What follows belongs to an exercise in optimizing a design on an open flow for small area; a production flow would make more cautious choices. Function was checked by simulation only, so behaviour that the tests miss may differ from the original.

==> flow/design.v, too long to show whole: its modules and the start of the top module <==
// module sid_wave: 103 lines
// module sid_fa: 7 lines
// module sid_ha: 7 lines
// module sid_env: 147 lines
// module sid_voices: 99 lines
// module sid_mix: 980 lines
module sid_voices (
    input  wire        clk,
    input  wire        rst,
    input  wire        we,
    input  wire [4:0]  addr,
    input  wire [7:0]  wdata,
    output reg  [7:0]  rdata,
    output wire [35:0] wave_out,    
    output wire [23:0] env_out,     
    output wire [15:0] mix          
);
  // ...
==> flow/flow/run.sh <==
#!/bin/bash
set -euo pipefail
HERE=$(pwd)
FLOWDIR=$HERE/flow

# synthesis script: ORFS's synth.tcl with abc_args pointing at our script
sed "s#^source \$::env(SCRIPTS_DIR)/synth_preamble.tcl\$#&\nlset abc_args 1 $FLOWDIR/abc_area.script#" \
    "$FLOW_HOME/scripts/synth.tcl" > "$HERE/area_synth_core.tcl"
grep -q "lset abc_args 1 $FLOWDIR/abc_area.script" "$HERE/area_synth_core.tcl"
sed "s#source \$::env(SCRIPTS_DIR)/synth.tcl#source $HERE/area_synth_core.tcl#" \
    "$HERE/synth_recipe.tcl" > "$HERE/area_synth.tcl"
grep -q "area_synth_core.tcl" "$HERE/area_synth.tcl"

# standard.sh with our synthesis script
sed "s#SYNTH_SCRIPT=[^ ]*#SYNTH_SCRIPT=$HERE/area_synth.tcl#" "$HERE/standard.sh" > "$HERE/area_standard.sh"
grep -q "SYNTH_SCRIPT=$HERE/area_synth.tcl" "$HERE/area_standard.sh"

bash "$HERE/area_standard.sh" \
    "BUFFER_PORTS_ARGS=-buffer_cell sky130_fd_sc_hd__buf_1" \
    finish > "$HERE/flow_make.log" 2>&1
==> flow/flow/abc_area.script <==
strash
dch -f
amap
topo
stime -c
==> flow/standard.sh <==
#!/bin/bash
# synth_recipe.tcl (not shown) runs the flow's synth.tcl, then flattens the netlist and writes it again
# the make line also repeats each setting of config.mk as NAME=value (left out here)
make -C /OpenROAD-flow-scripts/flow DESIGN_CONFIG=/design/flow/config.mk WORK_HOME=/design/flow/orfs CLKGATE_MAP_FILE= SYNTH_SCRIPT=/design/flow/synth_recipe.tcl "${@:-finish}"
==> flow/config.mk <==
export PLATFORM = sky130hd
export DESIGN_NAME = sid_voices
export DESIGN_NICKNAME = sid_voices
export VERILOG_FILES = /design/flow/design.v
export SDC_FILE = /design/flow/constraint.sdc
export NUM_CORES = 4
export LEC_CHECK = 0
export CAP_MARGIN = 20
export CORE_MARGIN = 2
export CORE_UTILIZATION = 70
export CTS_CLUSTER_DIAMETER = 80
export CTS_CLUSTER_SIZE = 25
export SETUP_SLACK_MARGIN = 0.2
export SLEW_MARGIN = 20
export SYNTH_HIERARCHICAL = 1
==> flow/constraint.sdc <==
create_clock -name core_clock -period 13.0 [get_ports {clk}]
set_input_delay 2.6000 -clock core_clock [delete_from_list [all_inputs] [get_ports {clk}]]
set_output_delay 2.6000 -clock core_clock [all_outputs]
set_load 0.01 [all_outputs]
==> impl_metrics.toml, run 1 <==
[critical_path]
arrival_ps = 9670
path_class = "reg2out"
cp.depth = 31

[grt]
use_met3 = 0.1008
grt_max_degree = 40
track_usage = 0.3749
busiest_layer = "met2"
grt_pass1_vias = 20970

[clocking]
worstSkewPairLatency_ps = 580
cts_buffer_depth = 3
cts_root_buf = "clkbuf_16"
cts_tree = "done"
holdBufCountCts = 0

[hold_path]
whs_endpoint = "bus_cnt[3]"

[timing]
post-route-period-util = 0.9442
slew_violations = 0
setup_violations = 0
worst_slack_ps = 725.9
worst_clock_skew_ps = 30.06
setup_tns_ps = 0

[routing]
wl_met3_mm = 9.379
viasPerCell = 6.612
dr.pass1.iters = 9
ant_nets = 0
dr.max_layer_used = "met4"

[synthesis]
synth-edff-count = 407
synthDistinctLibCells = 47
synthMuxAreaShare = 0
synth_top_family_by_area = "adder cells"
synthesis.nets = 2865
synth_compound_area_frac = 0.09212
avgSynthCellArea_um2 = 11.39
netlist_area_mm2 = 0.02812

[floorplan]
dieArea_mm2 = 0.04178
tap_cells = 525

[finish]
buffers_excl_clock = 148
diodes = 4
reg.largest.list = "voice.u_wave.acc: 72 flops, voice.u_wave.shift: 69 flops, voice.u_wave.freq: 48 flops"
multi_input_area_share = 0.4886
layout.nets = 3015

[run_status]
outcome = "complete, no violations"
==> module sid_wave, before the edit <==
module sid_wave (
    input  wire        clk,
    input  wire        rst,
    input  wire        tick,         
    input  wire        wr_freq_lo,
    input  wire        wr_freq_hi,
    input  wire        wr_pw_lo,
    input  wire        wr_pw_hi,
    input  wire        wr_ctrl,
    input  wire [7:0]  wd,           
    input  wire        sync_clr,     
    input  wire        ring_msb,     
    output reg  [23:0] acc,
    output wire        msb_rise_nxt,  
    output reg         sync_en,
    output reg  [11:0] out,
    output wire [12:0] out_c         
);
    reg [15:0] freq;
    reg [11:0] pw;
    reg [3:0]  waveform;
    reg        test;
    reg        ring;
    reg [22:0] shift;
    reg        msb_rising;
    wire        advance = tick && !test;
    wire [23:0] acc_sum;
    wire [24:0] c;
    assign c[0] = 1'b0;
    genvar i;
    generate
        for (i = 0; i < 24; i = i + 1) begin : add
            if (i == 0)
                sid_ha u_ha (.a(acc[i]), .b(freq[i]), .s(acc_sum[i]), .co(c[i + 1]));
            else if (i < 16)
                sid_fa u_fa (.a(acc[i]), .b(freq[i]), .c(c[i]), .s(acc_sum[i]), .co(c[i + 1]));
            else
                sid_ha u_ha (.a(acc[i]), .b(c[i]), .s(acc_sum[i]), .co(c[i + 1]));
        end
    endgenerate
    wire rise      = !acc[23] && acc_sum[23];
    wire noise_clk = advance && !acc[19] && acc_sum[19];
    wire test_on   = wr_ctrl && wd[3] && !test;
    wire test_off  = wr_ctrl && !wd[3] && test;
    wire acc_zero  = rst || (tick && sync_clr) || test_on;
    wire shift_ld  = rst || test_off;
    assign msb_rise_nxt = advance ? rise : msb_rising;
    always @(posedge clk) begin
        if (wr_freq_lo || rst) freq[7:0]  <= wd;
        if (wr_freq_hi || rst) freq[15:8] <= wd;
        if (wr_pw_lo || rst)   pw[7:0]    <= wd;
        if (wr_pw_hi || rst)   pw[11:8]   <= wd[3:0];
        if (wr_ctrl || rst) begin
            waveform <= wd[7:4];
            test     <= wd[3];
            ring     <= wd[2];
            sync_en  <= wd[1];
        end
        if (advance || acc_zero)
            acc <= acc_sum & {24{!acc_zero}};
        if (advance || rst)
            msb_rising <= rise && !rst;
        if (shift_ld || noise_clk)
            shift <= shift_ld ? 23'h7FFFF8 : {shift[21:0], shift[22] ^ shift[17]};
    end
    wire [11:0] pa = acc[23:12];
    wire [11:0] pg = pa & ~pw;
    wire [11:0] pp = pa | ~pw;
    wire g10 = pp[0];                           
    wire g32 = pg[3] | (pp[3] & pg[2]), p32 = pp[3] & pp[2];
    wire g54 = pg[5] | (pp[5] & pg[4]), p54 = pp[5] & pp[4];
    wire g76 = pg[7] | (pp[7] & pg[6]), p76 = pp[7] & pp[6];
    wire g98 = pg[9] | (pp[9] & pg[8]), p98 = pp[9] & pp[8];
    wire gba = pg[11] | (pp[11] & pg[10]), pba = pp[11] & pp[10];
    wire g1  = pg[1] | (pp[1] & g10);
    wire g3_0 = g32 | (p32 & g1);
    wire g7_4 = g76 | (p76 & g54), p7_4 = p76 & p54;
    wire gb_8 = gba | (pba & g98), pb_8 = pba & p98;
    wire g7_0 = g7_4 | (p7_4 & g3_0);
    wire pul_ge = gb_8 | (pb_8 & g7_0);
    wire        tri_msb = ring ? (acc[23] ^ ring_msb) : acc[23];
    wire [11:0] tri_w   = {acc[22:12] ^ {11{tri_msb}}, 1'b0};
    wire [11:0] saw_w   = acc[23:12];
    wire        pul     = test || pul_ge;
    wire [11:0] noi_w   = {shift[22], shift[20], shift[16], shift[13],
                           shift[11], shift[7], shift[4], shift[2], 4'b0000};
    wire [4:0] u  = out[11:7];
    wire       u2 = u[1] & u[0];
    wire       u3 = u[2] & u2;
    wire       u4 = u[3] | u3;
    assign out_c = {~(u[4] | u4), ~(u[4] ^ u4), ~(u[3] ^ u3), u[2] ^ u2,
                    u[1] ^ u[0], ~u[0], out[6:0]};
    always @(*) begin
        if (waveform[3])
            out = (waveform[2:0] == 3'd0) ? noi_w : 12'h000;
        else if (waveform[2:0] == 3'd0)
            out = 12'h000;
        else
            out = (waveform[0] ? tri_w : 12'hFFF) &
                  (waveform[1] ? saw_w : 12'hFFF) &
                  {12{!waveform[2] || pul}};
    end
endmodule
==> module sid_env, before the edit <==
module sid_env (
    input  wire       clk,
    input  wire       rst,
    input  wire       tick,       
    input  wire       wr_ctrl,
    input  wire       wr_ad,
    input  wire       wr_sr,
    input  wire [7:0] wd,         
    output reg  [7:0] level
);
    reg [14:0] rate_counter;
    reg [4:0]  exp_counter;
    reg [2:0]  exp_code;      
    reg [3:0]  attack, decay, sustain, rel;
    reg        gate;
    reg        att;
    reg        hold_zero;
    function [14:0] rate_m1;
        input [3:0] idx;
        case (idx)
            4'd0:  rate_m1 = 15'h0080;   
            4'd1:  rate_m1 = 15'h0005;   
            4'd2:  rate_m1 = 15'h0022;   
            4'd3:  rate_m1 = 15'h02A8;   
            4'd4:  rate_m1 = 15'h30A0;   
            4'd5:  rate_m1 = 15'h54FF;   
            4'd6:  rate_m1 = 15'h2400;   
            4'd7:  rate_m1 = 15'h3809;   
            4'd8:  rate_m1 = 15'h1B1B;   
            4'd9:  rate_m1 = 15'h0333;   
            4'd10: rate_m1 = 15'h146C;   
            4'd11: rate_m1 = 15'h3564;   
            4'd12: rate_m1 = 15'h2460;   
            4'd13: rate_m1 = 15'h0C13;   
            4'd14: rate_m1 = 15'h4D37;   
            default: rate_m1 = 15'h4FDA;   
        endcase
    endfunction
    wire [3:0]  rate_idx  = !gate ? rel : (att ? attack : decay);
    wire [15:0] rate_dec;
    wire [14:0] rate_tgt;
    genvar k;
    generate
        for (k = 0; k < 16; k = k + 1) begin : rdec
            assign rate_dec[k] = (rate_idx == k);
        end
    endgenerate
    assign rate_tgt[0] = rate_dec[1] | rate_dec[5] | rate_dec[7] | rate_dec[8] | rate_dec[9] | rate_dec[13] | rate_dec[14];
    assign rate_tgt[1] = rate_dec[2] | rate_dec[5] | rate_dec[8] | rate_dec[9] | rate_dec[13] | rate_dec[14] | rate_dec[15];
    assign rate_tgt[2] = rate_dec[1] | rate_dec[5] | rate_dec[10] | rate_dec[11] | rate_dec[14];
    assign rate_tgt[3] = rate_dec[3] | rate_dec[5] | rate_dec[7] | rate_dec[8] | rate_dec[10] | rate_dec[15];
    assign rate_tgt[4] = rate_dec[5] | rate_dec[8] | rate_dec[9] | rate_dec[13] | rate_dec[14] | rate_dec[15];
    assign rate_tgt[5] = rate_dec[2] | rate_dec[3] | rate_dec[4] | rate_dec[5] | rate_dec[9] | rate_dec[10] | rate_dec[11] | rate_dec[12] | rate_dec[14];
    assign rate_tgt[6] = rate_dec[5] | rate_dec[10] | rate_dec[11] | rate_dec[12] | rate_dec[15];
    assign rate_tgt[7] = rate_dec[0] | rate_dec[3] | rate_dec[4] | rate_dec[5] | rate_dec[15];
    assign rate_tgt[8] = rate_dec[8] | rate_dec[9] | rate_dec[11] | rate_dec[14] | rate_dec[15];
    assign rate_tgt[9] = rate_dec[3] | rate_dec[8] | rate_dec[9] | rate_dec[15];
    assign rate_tgt[10] = rate_dec[5] | rate_dec[6] | rate_dec[10] | rate_dec[11] | rate_dec[12] | rate_dec[13] | rate_dec[14] | rate_dec[15];
    assign rate_tgt[11] = rate_dec[7] | rate_dec[8] | rate_dec[13] | rate_dec[14] | rate_dec[15];
    assign rate_tgt[12] = rate_dec[4] | rate_dec[5] | rate_dec[7] | rate_dec[8] | rate_dec[10] | rate_dec[11];
    assign rate_tgt[13] = rate_dec[4] | rate_dec[6] | rate_dec[7] | rate_dec[11] | rate_dec[12];
    assign rate_tgt[14] = rate_dec[5] | rate_dec[14] | rate_dec[15];
    wire        rate_step = (rate_counter == rate_tgt);
    wire        rc_zero   = (rate_counter == 15'd0);
    wire [14:0] rc_next   = {rate_counter[13:0],
                             rate_counter[14] ^ rate_counter[13] ^ rc_zero};
    reg exp_hit;
    always @(*) begin
        case (exp_code)
            3'd0:    exp_hit = 1'b1;
            3'd1:    exp_hit = exp_counter[0];
            3'd2:    exp_hit = &exp_counter[1:0];
            3'd3:    exp_hit = &exp_counter[2:0];
            3'd4:    exp_hit = &exp_counter[3:0];
            default: exp_hit = exp_counter[4] & exp_counter[3] & exp_counter[2] & exp_counter[0];
        endcase
    end
    wire up       = gate && att;
    wire exp_step = up || exp_hit;
    wire [4:0] ec_c;
    wire [4:0] ec_inc;
    assign ec_c[0] = 1'b1;
    genvar i;
    generate
        for (i = 0; i < 5; i = i + 1) begin : ec_add
            if (i < 4)
                sid_ha u_ha (.a(exp_counter[i]), .b(ec_c[i]), .s(ec_inc[i]), .co(ec_c[i + 1]));
            else
                assign ec_inc[i] = exp_counter[i] ^ ec_c[i];
        end
    endgenerate
    wire       at_sus = (level == {sustain, sustain});
    wire       hold   = !up && gate && at_sus;
    wire [7:0] tgl;    
    assign tgl[0] = 1'b1;
    generate
        for (i = 1; i < 8; i = i + 1) begin : lv
            assign tgl[i] = tgl[i - 1] && (level[i - 1] == up);
        end
    endgenerate
    wire [7:0] level_act = hold ? level : level ^ tgl;
    wire rstep  = tick && rate_step;             
    wire estep  = rstep && exp_step;             
    wire act    = estep && !hold_zero;           
    wire lv_ff  = (level_act == 8'hFF);
    wire lv_00  = (level_act == 8'h00);
    reg  [2:0] code_new;
    reg        code_set;
    always @(*) begin
        code_set = 1'b1;
        case (level_act)
            8'hFF:   code_new = 3'd0;
            8'h5D:   code_new = 3'd1;
            8'h36:   code_new = 3'd2;
            8'h1A:   code_new = 3'd3;
            8'h0E:   code_new = 3'd4;
            8'h06:   code_new = 3'd5;
            8'h00:   code_new = 3'd0;
            default: begin code_new = 3'd0; code_set = 1'b0; end
        endcase
    end
    wire gate_on = wr_ctrl && wd[0] && !gate;
    always @(posedge clk) begin
        if (wr_ad || rst) begin
            attack <= wd[7:4];
            decay  <= wd[3:0];
        end
        if (wr_sr || rst) begin
            sustain <= wd[7:4];
            rel     <= wd[3:0];
        end
        if (wr_ctrl || rst)
            gate <= wd[0];
        if (gate_on || (act && up && lv_ff))
            att <= gate_on;
        if (rst || gate_on || (act && lv_00))
            hold_zero <= !gate_on;
        if (tick || rst)
            rate_counter <= rc_next & {15{!(rst || rate_step)}};
        if (rstep || rst)
            exp_counter <= ec_inc & {5{!(rst || exp_step)}};
        if (act || rst)
            level <= level_act & {8{!rst}};
        if ((act && code_set) || rst)
            exp_code <= code_new & {3{!rst}};
    end
endmodule
==> inputs of run 2 (changes only) <==
--- a/flow/design.v
+++ b/flow/design.v
@@ -27,5 +27,4 @@
     wire [23:0] acc_sum;
     wire [24:0] c;
-    assign c[0] = 1'b0;
     genvar i;
     generate
@@ -35,4 +34,6 @@
             else if (i < 16)
                 sid_fa u_fa (.a(acc[i]), .b(freq[i]), .c(c[i]), .s(acc_sum[i]), .co(c[i + 1]));
+            else if (i == 16)
+                sid_ha u_ha (.a(acc[i]), .b(c[i] & advance), .s(acc_sum[i]), .co(c[i + 1]));
             else
                 sid_ha u_ha (.a(acc[i]), .b(c[i]), .s(acc_sum[i]), .co(c[i + 1]));
@@ -58,5 +59,6 @@
         end
         if (advance || acc_zero)
-            acc <= acc_sum & {24{!acc_zero}};
+            acc[15:0] <= acc_sum[15:0] & {16{!acc_zero}};
+        acc[23:16] <= acc_sum[23:16] & {8{!acc_zero}};
         if (advance || rst)
             msb_rising <= rise && !rst;
@@ -195,7 +197,8 @@
     wire up       = gate && att;
     wire exp_step = up || exp_hit;
+    wire rstep    = tick && rate_step;          
     wire [4:0] ec_c;
     wire [4:0] ec_inc;
-    assign ec_c[0] = 1'b1;
+    assign ec_c[0] = rstep;
     genvar i;
     generate
@@ -217,5 +220,4 @@
     endgenerate
     wire [7:0] level_act = hold ? level : level ^ tgl;
-    wire rstep  = tick && rate_step;             
     wire estep  = rstep && exp_step;             
     wire act    = estep && !hold_zero;           
@@ -255,6 +257,5 @@
         if (tick || rst)
             rate_counter <= rc_next & {15{!(rst || rate_step)}};
-        if (rstep || rst)
-            exp_counter <= ec_inc & {5{!(rst || exp_step)}};
+        exp_counter <= ec_inc & {5{!(rst || (rstep && exp_step))}};
         if (act || rst)
             level <= level_act & {8{!rst}};
--- a/flow/config.mk
+++ b/flow/config.mk
@@ -9,5 +9,5 @@
 export CORE_MARGIN = 2
 export CORE_UTILIZATION = 70
-export CTS_CLUSTER_DIAMETER = 80
+export CTS_CLUSTER_DIAMETER = 150
 export CTS_CLUSTER_SIZE = 25
 export SETUP_SLACK_MARGIN = 0.2
==> impl_metrics.toml, run 2 <==
[finish]
regArea_mm2 = 0.01209
drive_gt1_frac = 0.03289
fillerInstances = 2580
mostFrequentLayoutCell = "nand2_1"
top_register = "voice.u_wave.acc"
post-route-util = 0.7632
final_cell_area_mm2 = 0.02963
layout.nets = 2967
final_cells = 3105
reg.largest.list = "voice.u_wave.acc: 72 flops, voice.u_wave.shift: 69 flops, voice.u_wave.freq: 48 flops"
multi_input_area_mm2 = 0.01479
areaGrowthSynthToFinish_pct = 6.945
largest_reg_flops = 72
final_cell_mix = "nand2_1, edfxtp_1, fa_1"

[timing]
worst_clock_skew_ps = 14.05
tightest_slew_ps = 1040
post-route-min-period_ps = 12380
post-route-period-util = 0.9525
slew_headroom = 0.3042
worst_slack_ps = 617.7
setup_tns_ps = 0
setup_violations = 0
slew_violations = 0
timing.fmax_mhz = 80.76
rsz0062_at_grt = "no"
worst_hold_slack_ps = 446.2
finalHoldViolCount = 0

[routing]
wirelength_mm = 73.78
viasPerCell = 6.587
route.detailed.drc = 0
detail_route.iter0.violations = 2290
dr.pass1.iters = 8
ant_nets = 0
wl_per_cell_um = 23.76
vias = 20450

[synthesis]
yosysMostFrequentCell = "nand2_1"
synth_top_family_by_area = "adder cells"
synthDistinctLibCells = 49
synth-seq-cells = 420
synthesis.nets = 2832
synth-edff-count = 368
synth_compound_area_frac = 0.09360
yosys-top-cells-area = "edfxtp_1, fa_1, nand2_1, dfxtp_1, nor2b_1"
synthSimpleGateAreaFrac = 0.1749
yosys.area.top_type = "edfxtp_1"
synthArstFlopShare = 0
ys_seq_area_frac = 0.4364
synthMuxAreaShare = 0
ys_warn_count = 9
synth-xor-area-share = 0.0009482
netlist_top_cells_count = "nand2_1, edfxtp_1, fa_1"
netlist_area_mm2 = 0.02771
synth_fa_ha_area_frac = 0.2574
synthCells = 2435
avgSynthCellArea_um2 = 11.38
ys.flop_type = "edfxtp_1"
yosysTopAreaCellShare = 0.3988

[critical_path]
startpoint_type = "flop"
slowest_delay_ps = 860
cp_num_buf_inv = 6
critical-path-top-delay-family = "adder cells"
path_class = "reg2out"
path_max_fanout = 12
cp.required_ps = 10400
reg2regPathDepth = 32
end_kind = "output pin"
rrSetupSlack_ps = 2380
crit_top_cell = "fa_1"
arrival_ps = 9780
cp.depth = 32
crit_slowest_cell = "o32ai_1"

[clocking]
cts_made_buffers = 20
holdBufCountCts = 0
htreeDepth = 1
clock_sinks = 420
worstSkewPairLatency_ps = 580
cts_root_buf = "clkbuf_16"
cts_buffer_depth = 3
path_clk_slew_ps = 110
cts_setup_buffers = 0
cts_tree = "done"

[place]
post-place-ws_ps = 1046
dpl.hpwl_mm = 54.56
placed_area_mm2 = 0.02897
gp_congestion = 0.9995
port_buffers = 98
dpl.cell_count = 3066

[grt]
overflow = 0
grt_pass1_vias = 20610
busiest_layer = "met2"
use_met2 = 0.5772
track_usage = 0.3675
met1_usage = 0.5029
grt_max_degree = 72
grt_pass1_wl_mm = 114.9
antenna_found_initial = 3
use_met3 = 0.09759

[floorplan]
dieArea_mm2 = 0.04119
die_h_um = 203.0
initial_core_util = 0.7137
num_rows = 72
io-pin-count = 100
core_region_area_mm2 = 0.03883
die_w_um = 203.0

[run_status]
outcome = "complete, no violations"

[hold_path]
hold-path-cell-count = 2
min_path_type = "reg2reg"

[flow_run]
drv_cap = 0
[run 2: cell count changes after synthesis, moves of 12 or more]
cell       change
nor2_1        -15
nand3_1       -12
a21oi_1       -18
o22ai_1       -15
a211oi_1      -15
edfxtp_1      -39
dfxtp_1       +39
a2111oi_0     +12
[run 2: worst register-to-register path, delay by kind of cell (launching register included)]
kind                     cells  cell delay, ps
adder cells (fa/ha/maj)     24            7940
AND/OR/NAND/NOR              4            1110
AO/OA/AOI/OAI                3             510
flip-flops                   1             390
buffers and inverters        1             300
[run 2: Yosys stat by module (local to each module, per instance)]
module / copies in the design / cell area (µm²) / cells / flip-flops and latches
sid_fa: 311 / 20.02 / 1 / 0
sid_ha: 43 / 12.51 / 1 / 0
sid_env: 3 / 2611 / 266 / 50
sid_mix: 1 / 1708 / 378 / 0
sid_wave: 3 / 3432 / 252 / 83
sid_voices: 1 / 1109 / 149 / 21
[run 2: logic make-up after synthesis]
group / Yosys count
simple gates: 1028
flops: 420
xor+xnor: 3
compound gates: 354
fa+ha+maj: 381
other cells: 1
buf+inv: 248
[run 2: routing by layer]
metal  part of all wire  routed length [µm]
met1               0.38               27750
met2               0.46               34010
met3               0.12                8997
met4              0.041                3024
met5                  0                   0
[run 2: area by class of cell]
type | count | area share
inverter | 225 | 0.02850
clock buffer | 34 | 0.01900
tap | 518 | 0.02187
sequential | 420 | 0.4080
timing repair buffer | 136 | 0.02217
antenna | 3 | 0.0002533
multi-input combinational | 1767 | 0.4990
clock inverter | 2 | 0.001182
[run 2: worst paths after layout]
kind	from	end
min	bus_cnt[3]	bus_cnt[4]
min reg2reg	bus_cnt[3]	bus_cnt[4]
max reg2reg	voice[2].u_wave.acc[0]	voice[1].u_wave.acc[15]
max	voice[2].u_wave.acc[13]	mix[14]
[run 2: repair_timing]
action	in CTS	in global routing
setup endpoints to repair	0	3
gates resized for setup	0	4
hold endpoints to repair	0	0
==> inputs of run 3 (changes only) <==
--- a/flow/flow/run.sh
+++ b/flow/flow/run.sh
@@ -17,4 +17,5 @@
 
 bash "$HERE/area_standard.sh" \
+    SYNTH_HIERARCHICAL=0 "SYNTH_KEEP_MODULES=sid_fa sid_ha" \
     "BUFFER_PORTS_ARGS=-buffer_cell sky130_fd_sc_hd__buf_1" \
     finish > "$HERE/flow_make.log" 2>&1
==> impl_metrics.toml, run 3 <==
[critical_path]
crit_top_cell = "fa_1"
arrival_ps = 9810
r2r-start = "voice[1].u_wave.acc[0]"
startpoint_type = "flop"
rrSetupSlack_ps = 2290
path_max_fanout = 12
cp.required_ps = 10400
reg2regPathDepth = 33
crit_slowest_cell = "a31oi_1"
slowest_delay_ps = 640
reg2reg_to = "voice[0].u_wave.acc[3]"
path_class = "reg2out"
end_kind = "output pin"

[finish]
final_cell_mix = "edfxtp_1, nand2_1, fa_1"
mostFrequentLayoutCell = "edfxtp_1"
areaGrowthSynthToFinish_pct = 8.880
final_cell_area_mm2 = 0.02990
layout.nets = 3012
top_register = "voice.u_wave.acc"
final_cells = 3147
largest_reg_flops = 72
drive_gt1_frac = 0.05363
reg.largest.list = "voice.u_wave.acc: 72 flops, voice.u_wave.shift: 69 flops, voice.u_wave.freq: 48 flops"
diodes = 0

[routing]
wl_per_cell_um = 24.19
vias = 20880
route.detailed.drc = 0
ant_nets = 0
viasPerCell = 6.635
wirelength_mm = 76.14
dr.pass1.iters = 6
detail_route.iter0.violations = 2615

[floorplan]
die_h_um = 202.1
dieArea_mm2 = 0.04083
initial_core_util = 0.7106
die_w_um = 202.1
io-pin-count = 100
num_rows = 72
core_region_area_mm2 = 0.03865

[place]
dpl.cell_count = 3097
dpl.hpwl_mm = 55.79
port_buffers = 98
gp_congestion = 0.9986
post-place-ws_ps = 610.5
placed_area_mm2 = 0.02908

[flow_run]
drv_cap = 0

[run_status]
outcome = "complete, no violations"

[clocking]
cts_buffer_depth = 3
cts_root_buf = "clkbuf_16"
clock_sinks = 420
path_clk_slew_ps = 100
cts_tree = "done"
holdBufCountCts = 0
worstSkewPairLatency_ps = 560
cts_made_buffers = 20
htreeDepth = 1

[timing]
worst_slack_ps = 586.4
setup_violations = 0
timing.fmax_mhz = 80.56
finalHoldViolCount = 0
worst_clock_skew_ps = 22.47
post-route-min-period_ps = 12410
slew_violations = 0
slew_headroom = 0.1557
rsz0062_at_grt = "yes"
setup_tns_ps = 0
tightest_slew_ps = 1263
post-route-period-util = 0.9549

[synthesis]
netlist_area_mm2 = 0.02746
ys_seq_area_frac = 0.4403
avgSynthCellArea_um2 = 11.33
synthArstFlopShare = 0
synth-edff-count = 368
synthDistinctLibCells = 47
netlist_top_cells_count = "edfxtp_1, nand2_1, fa_1"
synthCells = 2423
synthesis.nets = 2820
ys_warn_count = 3
yosys.area.top_type = "edfxtp_1"
ys.flop_type = "edfxtp_1"
yosysTopAreaCellShare = 0.4024
yosys-top-cells-area = "edfxtp_1, fa_1, nand2_1, dfxtp_1, nor2_1"
yosysMostFrequentCell = "edfxtp_1"
synth-seq-cells = 420

[hold_path]
min_path_type = "reg2reg"
whs_endpoint = "bus_cnt[3]"
min-delay-start = "bus_cnt[2]"
hold-path-cell-count = 2

[grt]
overflow = 0
grt_pass1_vias = 21410
grt_max_degree = 85
grt_pass1_wl_mm = 118.4
track_usage = 0.3815
antenna_found_initial = 0
run 3: critical path: cells and delay by family, from the launching register on:
kind                       cells  cell delay [ps]
and+or+nand+nor                8             1150
DFF                            1              440
AOI/OAI and AO/OA             13             2350
adders and majority gates     10             4620
buffers and inverters          5              680
run 3: stage by stage:
stage                     hold slack [ps]  utilization
after floorplan                     408.5            -
final                               447.1       0.7737
after CTS                           445.2       0.7683
after detailed placement            432.3       0.7525
after global routing                469.0       0.7737
after global placement              418.8       0.7523
run 3: area by class of cell:
cell class | count | area (µm²)
sequential | 420 | 12090
fill | 2466 | 8746
clock inverter | 1 | 6.256
inverter | 226 | 848.3
tap | 518 | 648.1
timing repair buffer | 172 | 927.1
multi-input combinational | 1775 | 14800
clock buffer | 35 | 578.1
run 3: modules after synthesis (local to each module, per instance):
| module | copies in the design | area (µm²) | cells inside | flip-flops and latches |
|---|---|---|---|---|
| sid_fa | 311 | 20.02 | 1 | 0 |
| sid_ha | 43 | 12.51 | 1 | 0 |
| sid_voices | 1 | 20700 | 2069 | 420 |
run 3: worst max path at each step:
| stage | end | slack [ps] | depth (start not counted) | startpoint |
|---|---|---|---|---|
| 6_report | mix[10] | 590 | 36 | voice[0].u_wave.acc[13] |
| 5_1_grt | mix[11] | 130 | 36 | voice[0].u_wave.acc[13] |
| 4_1_cts | mix[11] | 250 | 41 | voice[0].u_wave.acc[13] |
| 3_5_place_dp | mix[11] | 610 | 41 | voice[0].u_wave.acc[13] |
| 3_3_place_gp | mix[11] | 1120 | 41 | voice[0].u_wave.acc[13] |
| 2_1_floorplan | mix[11] | 770 | 38 | voice[0].u_wave.acc[13] |
run 3: metal layers:
layer  vias up  share of wire  GRT usage
li1       8941              -          -
met1     10140           0.37     0.5190
met2      1519           0.46     0.5962
met3       280           0.13    0.09158
met4         0          0.048     0.1649
met5         -              0          0
run 3: kinds of logic (layout without fill, tap and decap cells):
| kind of cell | Yosys count | in the layout | share of synthesized area |
|---|---|---|---|
| simple gates | 1028 | 1028 | 0.1757 |
| flops | 420 | 420 | 0.4403 |
| fa+ha+maj | 381 | 381 | 0.2597 |
| compound gates | 365 | 365 | 0.09272 |
| buf+inv | 228 | 434 | 0.03144 |
| other cells | 1 | 1 | 0.0001365 |
run 3: what timing repair did:
action,4_1_cts,5_1_grt
gates resized for setup,4,23
pin swaps,0,3
endpoints found under the hold margin,0,0
buffers inserted,0,14
gates cloned,0,0
endpoints found under the setup margin,3,7
==> module sid_voices, before the edit <==
module sid_voices (
    input  wire        clk,
    input  wire        rst,
    input  wire        we,
    input  wire [4:0]  addr,
    input  wire [7:0]  wdata,
    output reg  [7:0]  rdata,
    output wire [35:0] wave_out,    
    output wire [23:0] env_out,     
    output wire [15:0] mix          
);
    wire tick = !we;
    wire [7:0] wd = wdata & {8{!rst}};
    wire [2:0] wr_freq_lo, wr_freq_hi, wr_pw_lo, wr_pw_hi, wr_ctrl, wr_ad, wr_sr;
    genvar g;
    generate
        for (g = 0; g < 3; g = g + 1) begin : dec
            assign wr_freq_lo[g] = we && (addr == 7*g + 0);
            assign wr_freq_hi[g] = we && (addr == 7*g + 1);
            assign wr_pw_lo[g]   = we && (addr == 7*g + 2);
            assign wr_pw_hi[g]   = we && (addr == 7*g + 3);
            assign wr_ctrl[g]    = we && (addr == 7*g + 4);
            assign wr_ad[g]      = we && (addr == 7*g + 5);
            assign wr_sr[g]      = we && (addr == 7*g + 6);
        end
    endgenerate
    wire [23:0] acc      [0:2];
    wire [2:0]  msb_rise;
    wire [2:0]  sync_en;
    wire [11:0] wave     [0:2];
    wire [12:0] wave_c   [0:2];    
    wire [7:0]  level    [0:2];
    wire [2:0]  sync_clr;
    generate
        for (g = 0; g < 3; g = g + 1) begin : sync
            localparam integer SRC = (g + 2) % 3;
            localparam integer DST = (g + 1) % 3;
            assign sync_clr[DST] = msb_rise[g] && sync_en[DST]
                                   && !(sync_en[g] && msb_rise[SRC]);
        end
    endgenerate
    generate
        for (g = 0; g < 3; g = g + 1) begin : voice
            sid_wave u_wave (
                .clk          (clk),
                .rst          (rst),
                .tick         (tick),
                .wr_freq_lo   (wr_freq_lo[g]),
                .wr_freq_hi   (wr_freq_hi[g]),
                .wr_pw_lo     (wr_pw_lo[g]),
                .wr_pw_hi     (wr_pw_hi[g]),
                .wr_ctrl      (wr_ctrl[g]),
                .wd           (wd),
                .sync_clr     (sync_clr[g]),
                .ring_msb     (acc[(g + 2) % 3][23]),
                .acc          (acc[g]),
                .msb_rise_nxt (msb_rise[g]),
                .sync_en      (sync_en[g]),
                .out          (wave[g]),
                .out_c        (wave_c[g])
            );
            sid_env u_env (
                .clk     (clk),
                .rst     (rst),
                .tick    (tick),
                .wr_ctrl (wr_ctrl[g]),
                .wr_ad   (wr_ad[g]),
                .wr_sr   (wr_sr[g]),
                .wd      (wd),
                .level   (level[g])
            );
        end
    endgenerate
    sid_mix u_mix (
        .t0 (wave_c[0]), .t1 (wave_c[1]), .t2 (wave_c[2]),
        .l0 (level[0]), .l1 (level[1]), .l2 (level[2]),
        .mix (mix)
    );
    assign wave_out = {wave[2], wave[1], wave[0]};
    assign env_out  = {level[2], level[1], level[0]};
    reg [7:0]  bus_value;
    reg [12:0] bus_cnt;
    wire       bus_low0 = (bus_cnt[11:0] == 12'd0);
    wire       bus_end  = bus_cnt[12] && bus_low0;    
    always @(posedge clk) begin
        bus_cnt <= {bus_cnt[11:0], bus_cnt[12] ^ bus_cnt[3] ^ bus_cnt[2] ^ bus_cnt[0] ^ bus_low0}
                   & {13{tick}};
        if (we || rst || bus_end)
            bus_value <= wd & {8{we}};
    end
    always @(*) begin
        case (addr)
            5'h19, 5'h1A: rdata = 8'h00;
            5'h1B:        rdata = wave[2][11:4];
            5'h1C:        rdata = level[2];
            default:      rdata = bus_value;
        endcase
    end
endmodule
==> inputs of run 4 (changes only) <==
--- a/flow/design.v
+++ b/flow/design.v
@@ -251,5 +251,5 @@
         if (wr_ctrl || rst)
             gate <= wd[0];
-        if (gate_on || (act && up && lv_ff))
+        if (rst || gate_on || (act && up && lv_ff))
             att <= gate_on;
         if (rst || gate_on || (act && lv_00))
@@ -350,5 +350,5 @@
     always @(posedge clk) begin
         bus_cnt <= {bus_cnt[11:0], bus_cnt[12] ^ bus_cnt[3] ^ bus_cnt[2] ^ bus_cnt[0] ^ bus_low0}
-                   & {13{tick}};
+                   & {13{tick && !rst}};
         if (we || rst || bus_end)
             bus_value <= wd & {8{we}};
==> flow/flow/abc_area.script (replaced) <==
strash
dch
amap
topo
stime -c
==> impl_metrics.toml, run 4 <==
[timing]
worst_clock_skew_ps = 22.12
rsz0062_at_grt = "yes"
setup_tns_ps = 0
timing.fmax_mhz = 81.46
post-route-period-util = 0.9443
tightest_slew_ps = 1112
setup_violations = 0
finalHoldViolCount = 0
slew_headroom = 0.2586
post-route-min-period_ps = 12280
slew_violations = 0

[floorplan]
die_w_um = 201.7
die_h_um = 201.7
core_region_area_mm2 = 0.03865
initial_core_util = 0.7082
io-pin-count = 100
dieArea_mm2 = 0.04070
num_rows = 72

[critical_path]
end_kind = "output pin"
r2r-start = "voice[1].u_wave.acc[0]"
rrSetupSlack_ps = 2190
slowest_delay_ps = 520
critical-path-top-delay-family = "adder cells"
path_max_fanout = 12
crit_slowest_cell = "fa_1"
cp.required_ps = 10400
startpoint_type = "flop"
critPathCapture = "mix[11]"
cp.depth = 40
cp_num_buf_inv = 3
reg2reg_to = "voice[0].u_wave.acc[2]"
path_class = "reg2out"
arrival_ps = 9680
critPathLaunch = "voice[0].u_wave.acc[12]"
crit_top_cell = "fa_1"
reg2regPathDepth = 32

[clocking]
cts_root_buf = "clkbuf_16"
clock_sinks = 420
path_clk_slew_ps = 100
cts_tree = "done"
holdBufCountCts = 0
worstSkewPairLatency_ps = 570
cts_buffer_depth = 3
htreeDepth = 1
cts_made_buffers = 20

[place]
placed_area_mm2 = 0.02878
dpl.cell_count = 3111
dpl.hpwl_mm = 54.60
gp_congestion = 0.9958
port_buffers = 98

[finish]
diodes = 0
final_cell_area_mm2 = 0.02963
regArea_mm2 = 0.01209
largest_reg_flops = 72
final_cell_mix = "edfxtp_1, nand2_1, fa_1"
fillerInstances = 2568
post-route-util = 0.7667
areaGrowthSynthToFinish_pct = 8.251
multi_input_area_mm2 = 0.01456
mostFrequentLayoutCell = "edfxtp_1"
final_cells = 3162
reg.largest.list = "voice.u_wave.acc: 72 flops, voice.u_wave.shift: 69 flops, voice.u_wave.freq: 48 flops"
drive_gt1_frac = 0.04576
layout.nets = 3027
top_register = "voice.u_wave.acc"

[grt]
grt_pass1_vias = 20640
grt_pass1_wl_mm = 115.9
overflow = 0
antenna_found_initial = 0
track_usage = 0.3750
grt_max_degree = 90

[routing]
route.detailed.drc = 0
vias = 20850
detail_route.iter0.violations = 2561
ant_nets = 0
dr.pass1.iters = 6
viasPerCell = 6.593
wl_per_cell_um = 23.88
wirelength_mm = 75.52

[synthesis]
synth_top_family_by_area = "adder cells"
synthSimpleGateAreaFrac = 0.1724
netlist_area_mm2 = 0.02737
synthDistinctLibCells = 48
synth_compound_area_frac = 0.09170
synthMuxAreaShare = 0
synth-seq-cells = 420
ys.flop_type = "edfxtp_1"
synthesis.nets = 2844
synthArstFlopShare = 0
yosys-top-cells-area = "edfxtp_1, fa_1, nand2_1, dfxtp_1, nor2_1"
yosysMostFrequentCell = "edfxtp_1"
ys_warn_count = 3
yosys.area.top_type = "edfxtp_1"
avgSynthCellArea_um2 = 11.19
synth-xor-area-share = 0
yosysTopAreaCellShare = 0.4037
ys_seq_area_frac = 0.4418
synth_fa_ha_area_frac = 0.2606
synthCells = 2447
synth-edff-count = 368
netlist_top_cells_count = "edfxtp_1, nand2_1, fa_1"

[run_status]
outcome = "complete, no violations"

[flow_run]
drv_cap = 0

[hold_path]
min_path_type = "reg2reg"
[run 4: changes by cell type after synthesis, moves of 7 or more]
| cell | previous run | this run |
|---|---|---|
| a2111oi_0 | 24 | 10 |
| nand2_1 | 344 | 367 |
| and3_1 | 47 | 55 |
| nor2b_1 | 97 | 82 |
| nor4_1 | 12 | 19 |
| or3_1 | 24 | 10 |
| o41ai_1 | 13 | 3 |
| nand4_1 | 16 | 5 |
| a21oi_1 | 63 | 53 |
| a221oi_1 | 44 | 9 |
| o22ai_1 | 25 | 113 |
| clkinv_1 | 226 | 240 |
| nor3_1 | 53 | 41 |
| o32ai_1 | 11 | 3 |
[run 4: stage by stage]
step                      hold slack (ps)  worst slack, ps
after floorplan                     414.3             1609
after global placement              423.4            930.1
after detailed placement            430.5            587.3
after CTS                           443.4            185.2
after global routing                469.3            109.9
final                               439.3            724.3
[run 4: repair_timing]
item,in CTS,in global routing
hold endpoints to repair,0,0
gates resized for setup,6,31
buffers inserted,0,13
cloned,0,1
pin swaps,0,5
setup endpoints to repair,5,8
[run 4: cell families (layout without fill, tap and decap cells)]
kind of cell / after synthesis / count (layout)
simple gates: 1020 / 1021
flops: 420 / 420
compound gates: 383 / 383
fa+ha+maj: 381 / 381
buf+inv: 242 / 438
other cells: 1 / 1
[run 4: tightest hold or removal path, delay by kind of cell, from the launching register on]
family | cells | cell delay (ps)
DFF | 1 | 310
buffers and inverters | 1 | 50
and+or+nand+nor | 1 | 40
[run 4: final cells by class]
cell class                 instances  area share
multi-input combinational       1786      0.4914
sequential                       420      0.4081
inverter                         240     0.03040
timing repair buffer             162     0.02880
tap                              518     0.02187
clock buffer                      34     0.01866
clock inverter                     2   0.0007601
[run 4: how the worst min path moves through the flow]
| stage | from | end | slack [ps] | depth (start not counted) |
|---|---|---|---|---|
| after CTS | bus_cnt[2] | bus_cnt[3] | 440 | 2 |
| after floorplan | bus_cnt[3] | bus_cnt[4] | 410 | 2 |
| final | bus_cnt[3] | bus_cnt[4] | 440 | 2 |
| after global placement | bus_cnt[2] | bus_cnt[3] | 420 | 2 |
| after detailed placement | bus_cnt[2] | bus_cnt[3] | 430 | 2 |
| after global routing | bus_cnt[2] | bus_cnt[3] | 470 | 2 |
[run 4: layer usage]
| metal | global-route usage | routed length, µm |
|---|---|---|
| met5 | 0 | 0 |
| met4 | 0.1402 | 3327 |
| met3 | 0.08050 | 9202 |
| met1 | 0.5252 | 28530 |
| met2 | 0.5874 | 34450 |
[run 4: per-module statistics from Yosys (local to each module, per instance)]
| module | copies in the design | area, µm² | cells inside |
|---|---|---|---|
| sid_fa | 311 | 20.02 | 1 |
| sid_ha | 43 | 12.51 | 1 |
| sid_voices | 1 | 20610 | 2093 |
==> inputs of run 5 (changes only) <==
--- a/flow/flow/run.sh
+++ b/flow/flow/run.sh
@@ -17,5 +17,4 @@
 
 bash "$HERE/area_standard.sh" \
-    SYNTH_HIERARCHICAL=0 "SYNTH_KEEP_MODULES=sid_fa sid_ha" \
     "BUFFER_PORTS_ARGS=-buffer_cell sky130_fd_sc_hd__buf_1" \
     finish > "$HERE/flow_make.log" 2>&1
==> flow/flow/abc_area.script (replaced) <==
strash
dch -f
amap
topo
stime -c
==> impl_metrics.toml, run 5 <==
[critical_path]
cp.required_ps = 10400
startpoint_type = "flop"
end_kind = "output pin"
crit_slowest_cell = "a2111oi_4"
crit_top_cell = "fa_1"
slowest_delay_ps = 600
path_class = "reg2out"
path_max_fanout = 8
arrival_ps = 9610

[synthesis]
ys_seq_area_frac = 0.4359
ys_warn_count = 9
yosysMostFrequentCell = "nand2_1"
synth-edff-count = 368
yosys.area.top_type = "edfxtp_1"
ys.flop_type = "edfxtp_1"
yosys-top-cells-area = "edfxtp_1, fa_1, nand2_1, dfxtp_1, nor2b_1"
synth-seq-cells = 420
netlist_area_mm2 = 0.02774
avgSynthCellArea_um2 = 11.35
synthCells = 2444
synthDistinctLibCells = 49
synthesis.nets = 2841
netlist_top_cells_count = "nand2_1, edfxtp_1, fa_1"
yosysTopAreaCellShare = 0.3984
synthArstFlopShare = 0

[run_status]
outcome = "complete, no violations"

[clocking]
cts_made_buffers = 20
cts_setup_buffers = 0
worstSkewPairLatency_ps = 580
cts_tree = "done"
htreeDepth = 1
path_clk_slew_ps = 100
cts_root_buf = "clkbuf_16"
ctsResizeCount = 0
cts_buffer_depth = 3
clock_sinks = 420
holdBufCountCts = 0

[timing]
slew_violations = 0
post-route-period-util = 0.9394
slew_headroom = 0.2359
rsz0062_at_grt = "no"
setup_tns_ps = 0
setup_violations = 0
post-route-min-period_ps = 12210
finalHoldViolCount = 0
timing.fmax_mhz = 81.88
tightest_slew_ps = 1146
worst_slack_ps = 787.6
worst_clock_skew_ps = 17.64

[routing]
viasPerCell = 6.611
wirelength_mm = 73.36
vias = 20590
detail_route.iter0.violations = 2148
wl_per_cell_um = 23.56
dr.pass1.iters = 9
route.detailed.drc = 0
ant_nets = 0

[flow_run]
drv_cap = 0

[finish]
top_register = "voice.u_wave.acc"
largest_reg_flops = 72
final_cells = 3114
reg.largest.list = "voice.u_wave.acc: 72 flops, voice.u_wave.shift: 69 flops, voice.u_wave.freq: 48 flops"
diodes = 0
drive_gt1_frac = 0.03428
mostFrequentLayoutCell = "nand2_1"
areaGrowthSynthToFinish_pct = 6.910
layout.nets = 2980
final_cell_mix = "nand2_1, edfxtp_1, fa_1"

[grt]
use_met2 = 0.5660
antenna_found_initial = 3
grt_pass1_wl_mm = 115.0
met1_usage = 0.5143
busiest_layer = "met2"
track_usage = 0.3654
use_met3 = 0.08957
overflow = 0
grt_max_degree = 78
grt_pass1_vias = 20880

[place]
dpl.cell_count = 3079
port_buffers = 98
dpl.hpwl_mm = 53.62
post-place-ws_ps = 1138
gp_congestion = 0.9931

[floorplan]
die_w_um = 203.1
die_h_um = 203.1
num_rows = 72
dieArea_mm2 = 0.04124
io-pin-count = 100
initial_core_util = 0.7128
core_region_area_mm2 = 0.03892

[hold_path]
min_path_type = "reg2reg"
-- run 5: worst max-delay path, delay by kind of cell, from the launching register on --
| kind | cells | cell delay, ps |
|---|---|---|
| AOI/OAI and AO/OA | 8 | 2090 |
| buffers and inverters | 6 | 1040 |
| adders and majority gates | 9 | 3730 |
| and+or+nand+nor | 9 | 1740 |
| DFF | 1 | 400 |
-- run 5: final cells by class --
cell class | count | area [µm²]
fill | 2587 | 9261
multi-input combinational | 1768 | 14770
tap | 518 | 648.1
clock inverter | 2 | 36.28
inverter | 233 | 874.6
timing repair buffer | 140 | 686.9
sequential | 420 | 12090
clock buffer | 33 | 549.3
-- run 5: cell families (layout without fill, tap and decap cells) --
logic type	after synthesis	count (layout)	share of synthesized area
AND/OR/NAND/NOR	1026	1026	0.1744
buffers and inverters	256	408	0.03775
flip-flops	420	420	0.4359
XOR/XNOR	4	4	0.001263
adder cells (fa/ha/maj)	381	381	0.2571
other	1	1	0.0001352
AO/OA/AOI/OAI	356	356	0.09346
-- run 5: Yosys stat by module, one instance, submodules excluded --
module / cells inside / times used / cell area (µm²) / flip-flops and latches
sid_wave: 252 / 3 / 3432 / 83
sid_env: 269 / 3 / 2619 / 50
sid_mix: 378 / 1 / 1708 / 0
sid_voices: 149 / 1 / 1115 / 21
sid_fa: 1 / 311 / 20.02 / 0
sid_ha: 1 / 43 / 12.51 / 0
-- run 5: routing by layer --
metal | part of all wire | wire length (µm) | up-vias
met2 | 0.45 | 33130 | 1327
met3 | 0.12 | 8754 | 235
met5 | 0.00035 | 26 | -
met4 | 0.042 | 3104 | 4
met1 | 0.39 | 28350 | 10160
li1 | - | - | 8863
-- run 5: path summary, 6_finish.rpt --
path / slack, ps / start / end / cells past startpoint
setup / recovery: 790 / voice[0].u_wave.acc[18] / mix[14] / 32
hold / removal: 450 / bus_cnt[2] / bus_cnt[3] / 2
setup reg to reg: 2380 / voice[2].u_wave.acc[0] / voice[1].u_wave.acc[15] / 32
hold reg to reg: 450 / bus_cnt[2] / bus_cnt[3] / 2
-- run 5: stage by stage --
step	hold WS, ps	utilization	cell area (µm²)
2_1_floorplan	414.3	-	27740
3_3_place_gp	425.8	0.7459	29030
3_5_place_dp	437.3	0.7463	29040
4_1_cts	449.2	0.7613	29630
5_1_grt	488.4	0.7620	29660
6_report	446.4	0.7620	29660
==> inputs of run 6 (changes only) <==
--- a/flow/design.v
+++ b/flow/design.v
@@ -129,4 +129,5 @@
 );
     reg [14:0] rate_counter;
+    localparam [14:0] RC_ZERO = 15'h4000;    
     reg [4:0]  exp_counter;
     reg [2:0]  exp_code;      
@@ -181,7 +182,6 @@
     assign rate_tgt[14] = rate_dec[5] | rate_dec[14] | rate_dec[15];
     wire        rate_step = (rate_counter == rate_tgt);
-    wire        rc_zero   = (rate_counter == 15'd0);
     wire [14:0] rc_next   = {rate_counter[13:0],
-                             rate_counter[14] ^ rate_counter[13] ^ rc_zero};
+                             rate_counter[14] ^ rate_counter[13]};
     reg exp_hit;
     always @(*) begin
@@ -256,5 +256,5 @@
             hold_zero <= !gate_on;
         if (tick || rst)
-            rate_counter <= rc_next & {15{!(rst || rate_step)}};
+            rate_counter <= (rst || rate_step) ? RC_ZERO : rc_next;
         exp_counter <= ec_inc & {5{!(rst || (rstep && exp_step))}};
         if (act || rst)
==> impl_metrics.toml, run 6 <==
[clocking]
cts_buffer_depth = 3
cts_made_buffers = 21
cts_tree = "done"
clock_sinks = 420
cts_root_buf = "clkbuf_16"
ctsResizeCount = 0
htreeDepth = 1
holdBufCountCts = 0
worstSkewPairLatency_ps = 600
path_clk_slew_ps = 110
cts_setup_buffers = 0

[hold_path]
whs_endpoint = "bus_cnt[3]"
min-delay-start = "bus_cnt[2]"
hold-path-cell-count = 2
min_path_type = "reg2reg"

[critical_path]
reg2reg_to = "voice[0].u_wave.acc[2]"
critical-path-top-delay-family = "adder cells"
cp.required_ps = 10400
cp_num_buf_inv = 5
rrSetupSlack_ps = 2250
crit_top_cell = "fa_1"
reg2regPathDepth = 32
arrival_ps = 9560
path_max_fanout = 8
startpoint_type = "flop"
slowest_delay_ps = 610
critPathLaunch = "voice[1].u_wave.acc[12]"
crit_slowest_cell = "fa_1"
path_class = "reg2out"
r2r-start = "voice[2].u_wave.acc[0]"
end_kind = "output pin"

[routing]
route.detailed.drc = 0
dr.pass1.iters = 6
detail_route.iter0.violations = 2397
vias = 20470
viasPerCell = 6.592
wirelength_mm = 74.17
ant_nets = 0
wl_per_cell_um = 23.89

[finish]
areaGrowthSynthToFinish_pct = 7.059
final_cell_mix = "nand2_1, edfxtp_1, fa_1"
drive_gt1_frac = 0.03559
mostFrequentLayoutCell = "nand2_1"
top_register = "voice.u_wave.acc"
final_cell_area_mm2 = 0.02956
final_cells = 3105
reg.largest.list = "voice.u_wave.acc: 72 flops, voice.u_wave.shift: 69 flops, voice.u_wave.freq: 48 flops"
layout.nets = 2969
largest_reg_flops = 72

[place]
post-place-ws_ps = 1355
dpl.cell_count = 3066
gp_congestion = 0.9667
placed_area_mm2 = 0.02892
port_buffers = 98
dpl.hpwl_mm = 54.30

[synthesis]
synthArstFlopShare = 0
ys.flop_type = "edfxtp_1"
synth-seq-cells = 420
netlist_area_mm2 = 0.02762
ys_seq_area_frac = 0.4379
synthesis.nets = 2826
ys_warn_count = 9
yosysMostFrequentCell = "nand2_1"
yosys-top-cells-area = "edfxtp_1, fa_1, nand2_1, dfxtp_1, nor2b_1"
yosys.area.top_type = "edfxtp_1"
synthCells = 2429
avgSynthCellArea_um2 = 11.37
synth-edff-count = 368
netlist_top_cells_count = "nand2_1, edfxtp_1, fa_1"
yosysTopAreaCellShare = 0.4002
synthDistinctLibCells = 46

[floorplan]
die_h_um = 202.6
core_region_area_mm2 = 0.03883
dieArea_mm2 = 0.04105
num_rows = 72
initial_core_util = 0.7112
io-pin-count = 100
die_w_um = 202.6

[timing]
finalHoldViolCount = 0
setup_tns_ps = 0
tightest_slew_ps = 1199
worst_hold_slack_ps = 439.3
slew_headroom = 0.1979
setup_violations = 0
post-route-min-period_ps = 12160
post-route-period-util = 0.9352
rsz0062_at_grt = "no"
worst_clock_skew_ps = 65.88
worst_slack_ps = 842.5
timing.fmax_mhz = 82.25
slew_violations = 0

[flow_run]
drv_cap = 0

[grt]
track_usage = 0.3677
antenna_found_initial = 3
grt_pass1_wl_mm = 115.2
grt_pass1_vias = 20720
grt_max_degree = 54
overflow = 0

[run_status]
outcome = "complete, no violations"
==> run 6: cell count changes after synthesis, sizes merged, moves of 6 or more <==
cell / before / now
nor3: 70 / 52
a211oi: 15 / 27
clkinv: 233 / 221
a21oi: 49 / 58
nor2: 219 / 228
or3: 6 / 15
a2111oi: 28 / 22
nand2: 392 / 386
nand4: 13 / 7
nor2b: 165 / 159
nor4: 33 / 27
o32ai: 15 / 21
==> run 6: worst max-delay path by stage <==
stage / end / slack [ps] / cells past startpoint
6_report: mix[14] / 840 / 31
5_1_grt: mix[14] / 280 / 31
4_1_cts: mix[14] / 600 / 32
3_5_place_dp: mix[14] / 1350 / 32
3_3_place_gp: mix[14] / 1250 / 29
2_1_floorplan: mix[14] / 2250 / 29
==> run 6: stage by stage <==
step             util
5_1_grt        0.7613
4_1_cts        0.7608
6_report       0.7614
2_1_floorplan       -
3_3_place_gp   0.7446
3_5_place_dp   0.7449
==> run 6: area by class of cell <==
type / count / area (µm²)
Timing Repair Buffer: 143 / 709.4
Sequential cell: 420 / 12090
Inverter: 221 / 829.5
Clock inverter: 3 / 45.04
Multi-Input combinational cell: 1765 / 14670
Tap cell: 518 / 648.1
Fill cell: 2537 / 9263
Antenna cell: 2 / 5.005
Clock buffer: 33 / 570.5
==> run 6: cell families after synthesis <==
family          Yosys count  synth area share
other cells               1         0.0001358
xor+xnor                  4          0.001269
buf+inv                 244           0.03629
fa+ha+maj               381            0.2583
flops                   420            0.4379
compound gates          371           0.09497
simple gates           1008            0.1712
==> run 6: metal layers <==
layer / global-route usage / part of all wire / up-vias
met4: 0.1374 / 0.043 / 2
met1: 0.5057 / 0.37 / 10070
li1: - / - / 8820
met3: 0.09246 / 0.13 / 231
met2: 0.5758 / 0.46 / 1345
met5: 0 / 0.00018 / -
==> run 6: worst register-to-register path: cells and delay by family (launching register included) <==
family                   cells  cell delay (ps)
flip-flops                   1              400
buffers and inverters        1              320
adder cells (fa/ha/maj)     24             8080
AO/OA/AOI/OAI                4              590
AND/OR/NAND/NOR              3              970
==> run 6: per-module statistics from Yosys, one instance, submodules excluded <==
module | times used | flip-flops and latches | cell area, µm²
sid_env | 3 | 50 | 2577
sid_fa | 311 | 0 | 20.02
sid_voices | 1 | 21 | 1115
sid_ha | 43 | 0 | 12.51
sid_mix | 1 | 0 | 1708
sid_wave | 3 | 83 | 3432

-- separate check: timing with driven ports --
How much do the figures lean on ideal ports? The routed layouts below were timed once more, with nothing changed but the port constraints.
Step 1, drivers: a clkbuf_16 drives clk and a buf_2 each remaining input, both assumed.
Step 2 moves the port delays by t, midway between the first and last clock arrival at a register: inputs arrive t later, outputs are due t later. That takes back most of the time a late clock gives input paths.
Three values: ideal, step 1, step 2; two values: the first two.
| run | t, ns | slack for setup (ns) | latest minus earliest clock arrival (ns) |
|---|---|---|---|
| run 1 | 0.623 | 0.726 / 0.668 / 1.291 | 0.030 / 0.030 |
| run 2 | 0.633 | 0.618 / 0.561 / 1.194 | 0.018 / 0.017 |
| run 3 | 0.601 | 0.586 / 0.530 / 1.130 | 0.031 / 0.031 |
| run 4 | 0.615 | 0.724 / 0.666 / 1.281 | 0.023 / 0.023 |
| run 5 | 0.637 | 0.788 / 0.727 / 1.364 | 0.020 / 0.020 |
| run 6 | 0.620 | 0.843 / 0.785 / 1.405 | 0.066 / 0.066 |
After both steps every run listed still meets setup and hold.
